Source: an optimization exercise on an open RTL-to-GDS flow (aim: small area, a short achievable clock period and few clock cycles). Production flows keep margins and buffers that such runs may drop. Function was checked by simulation only, so behaviour that the tests miss may differ from the original.

## old
==> module trb_render, before the edit <==
module trb_render (
    input  wire        clk,
    input  wire        rst,           
    input  wire        start,         
    input  wire [31:0] xscroll,       
    input  wire [31:0] yscroll,       
    input  wire        transp,        
    input  wire        sheet_valid,
    input  wire [31:0] sheet_dim,     
    output wire        busy,
    output reg         done,
    output wire        err,
    output wire [3:0]  errcode,
    output reg         tile_rd,
    output wire [11:0] tile_addr,
    input  wire [33:0] tile_rdata,    
    output reg         idx_rd,
    output reg  [11:0] idx_addr,
    input  wire [1:0]  idx_rdata,
    output reg         fb_we,
    output reg  [9:0]  fb_addr,
    output reg  [7:0]  fb_wdata
);
    reg busy_r, idle_r, chk;
    assign busy = busy_r;
    wire accept = start & idle_r;
    reg [9:0] sw;
    reg       tr;
    reg       err_r, ec1_r, ec0_r;
    assign err     = err_r;
    assign errcode = {1'b0, err_r, ec1_r, ec0_r};
    reg       vG;
    reg [5:0] px;
    reg [2:0] x, y;
    reg [5:0] tx, ty;
    reg       nt0, nt1, nt2, nt3;    
    assign tile_addr = {ty, tx};
    reg       v1, vI, vD, lastW;
    reg [2:0] x1, y1, xI, yI;
    reg [1:0] dbits;
    reg [31:0] color;
    wire       eol     = (px == 6'd39);
    wire       xw      = (x == 3'd7);
    wire       next_nt = eol | xw;
    wire       advG    = vG & ~(next_nt & (nt0 | nt1));
    wire [5:0] tx_d    = eol ? (xw ? 6'd60 : 6'd59) : {5'd0, xw};
    wire lastD = vD & (fb_addr == 10'd958);
    wire kill  = lastD | (chk & err_r);
    reg [7:0] subc;
    always @(*) begin
        case (idx_rdata)
            2'd0: subc = color[7:0];
            2'd1: subc = color[15:8];
            2'd2: subc = color[23:16];
            default: subc = color[31:24];
        endcase
    end
    wire [2:0] sx = dbits[0] ? ~xI : xI;
    wire [2:0] sy = dbits[1] ? ~yI : yI;
    always @(posedge clk) begin
        if (idle_r) begin
            sw    <= sheet_dim[9:0];
            tr    <= transp;
            err_r <= ~sheet_valid | (sheet_dim[15:3] == 13'd0) | (sheet_dim[31:19] == 13'd0);
            ec1_r <= sheet_valid & ((sheet_dim[15:3] == 13'd0) | (sheet_dim[31:19] == 13'd0));
            ec0_r <= ~sheet_valid;
            x     <= xscroll[2:0];
            tx    <= xscroll[8:3];
            y     <= yscroll[2:0];
            ty    <= yscroll[8:3];
            px    <= 6'd0;
            fb_addr <= 10'h3FF;
        end else begin
            if (advG) begin
                x  <= x + 3'd1;
                tx <= tx + tx_d;
                if (eol) begin
                    px <= 6'd0;
                    y  <= y + 3'd1;
                    if (y == 3'd7) ty <= ty + 6'd1;
                end else begin
                    px <= px + 6'd1;
                end
            end
            if (vD) fb_addr <= fb_addr + 10'd1;
        end
        x1 <= x;  y1 <= y;
        xI <= x1; yI <= y1;
        nt2 <= nt1; nt3 <= nt2;
        if (nt1) dbits <= tile_rdata[33:32];
        if (nt3) color <= tile_rdata[31:0];
        idx_addr <= sy * sw + {9'd0, sx};
        fb_wdata <= subc;
    end
    always @(posedge clk) begin
        if (rst) begin
            busy_r <= 1'b0; idle_r <= 1'b1; chk <= 1'b0; done <= 1'b0;
            vG <= 1'b0; v1 <= 1'b0; vI <= 1'b0; vD <= 1'b0; lastW <= 1'b0;
            nt0 <= 1'b0; nt1 <= 1'b0;
            tile_rd <= 1'b0; idx_rd <= 1'b0; fb_we <= 1'b0;
        end else begin
            chk   <= accept;
            lastW <= lastD;
            done  <= (chk & err_r) | lastW;
            if (accept) begin
                busy_r <= 1'b1; idle_r <= 1'b0;
            end else if ((chk & err_r) | lastW) begin
                busy_r <= 1'b0; idle_r <= 1'b1;
            end
            fb_we <= vD & ~(tr & (subc == 8'hFF));
            if (kill) begin
                vG <= 1'b0; v1 <= 1'b0; vI <= 1'b0; idx_rd <= 1'b0; vD <= 1'b0;
                nt0 <= 1'b0; nt1 <= 1'b0; tile_rd <= 1'b0;
            end else begin
                if (accept) vG <= 1'b1;
                nt0 <= accept | (advG & next_nt);
                nt1 <= nt0;
                tile_rd <= accept | (advG & next_nt) | nt1;
                v1 <= advG;
                vI <= v1;
                idx_rd <= vI;
                vD <= idx_rd;
            end
        end
    end
endmodule
Settings: LEC_CHECK=0, CAP_MARGIN=20, CORE_MARGIN=2, CORE_UTILIZATION=40, CTS_BUF_LIST=sky130_fd_sc_hd__clkbuf_4 sky130_fd_sc_hd__clkbuf_8, SLEW_MARGIN=20; clock period 10.0 ns.
standard.sh (not shown) runs the stock make flow with config.mk's settings and CLKGATE_MAP_FILE= SYNTH_SCRIPT=/design/flow/synth_recipe.tcl, a recipe that flattens the netlist after the stock synthesis.
==> flow/flow/run.sh <==
#!/bin/bash
set -euo pipefail
export BUFFER_PORTS_ARGS="-buffer_cell sky130_fd_sc_hd__buf_1"
bash standard.sh > standard.log 2>&1
Testbench counts of old, summed over its fixed seeds: cycles 62,952.
Inputs modified between old and new:
--- a/flow/design.v
+++ b/flow/design.v
@@ -34,11 +34,11 @@
     reg [2:0] x, y;
     reg [5:0] tx, ty;
     reg       nt0, nt1, nt2, nt3;    
     assign tile_addr = {ty, tx};
     reg       v1, vI, vD, lastW;
-    reg [2:0] x1, y1, xI, yI;
+    reg [2:0] x1, y1, sx, sy;    
     reg [1:0] dbits;
     reg [31:0] color;
     wire       eol     = (px == 6'd39);
     wire       xw      = (x == 3'd7);
     wire       next_nt = eol | xw;
@@ -53,12 +53,11 @@
             2'd1: subc = color[15:8];
             2'd2: subc = color[23:16];
             default: subc = color[31:24];
         endcase
     end
-    wire [2:0] sx = dbits[0] ? ~xI : xI;
-    wire [2:0] sy = dbits[1] ? ~yI : yI;
+    wire [1:0] dnow = nt1 ? tile_rdata[33:32] : dbits;
     always @(posedge clk) begin
         if (idle_r) begin
             sw    <= sheet_dim[9:0];
             tr    <= transp;
             err_r <= ~sheet_valid | (sheet_dim[15:3] == 13'd0) | (sheet_dim[31:19] == 13'd0);
@@ -83,11 +82,12 @@
                 end
             end
             if (vD) fb_addr <= fb_addr + 10'd1;
         end
         x1 <= x;  y1 <= y;
-        xI <= x1; yI <= y1;
+        sx <= x1 ^ {3{dnow[0]}};
+        sy <= y1 ^ {3{dnow[1]}};
         nt2 <= nt1; nt3 <= nt2;
         if (nt1) dbits <= tile_rdata[33:32];
         if (nt3) color <= tile_rdata[31:0];
         idx_addr <= sy * sw + {9'd0, sx};
         fb_wdata <= subc;
### Flow results
The flow did not stop early for new: all stages ran, and the layout cleared the timing, DRC and antenna checks. Area after synthesis across new and old: no real change. Comparing new and old, the lower routability congestion estimate was measured on new. Going from old to new, the worst setup timing slack at the placement stage was found to have gone up by 0.027 ns. For synthesized cell count, old and new come out practically identical. Cell area in new vs old: up about 0.7%. new -> old: cell count flat. Compared with old, in new clock-pin slew on the worst setup and hold paths closely matched the old numbers; instance count after placement with tap cells included now sits at about the same level; initial core utilization barely changed. In new the smallest setup slack after layout turned out 0.52 ns higher than in old.
Testbench counts of new, summed over its fixed seeds: cycles 62,952.

==> what the ideal ports hide <==
In the flow no input, the clock included, has a driving cell. The finished layouts below were timed again as built, in two steps.
Step 1 sets driving cells, clkbuf_16 on the clock port and buf_2 on the other inputs (assumed; they add their load-dependent delay and slew).
Step 2 adds t to the input delays and takes it off the output delays; t is the mean of the earliest and latest rising clock arrival at the registers after step 1. Input paths then give back, and output paths get back, about the clock's delay inside the block.
Three values: ideal, step 1, step 2; two values: the first two.
| run | t (ns) | setup WS [ns] | hold slack, ns | worst setup path after step 2 | latest minus earliest clock arrival (ns) |
|---|---|---|---|---|---|
| old | 0.468 | 6.333 / 6.333 / 6.333 | 0.328 / 0.328 / 0.328 | register to register | 0.013 / 0.013 |
| new | 0.476 | 6.856 / 6.866 / 6.390 | 0.331 / 0.331 / 0.331 | input to register | 0.014 / 0.013 |
After both steps setup and hold are still met in every run listed. The setup slack of new, which loses most, moves by +0.010 ns with the drivers and by -0.466 ns with both steps.
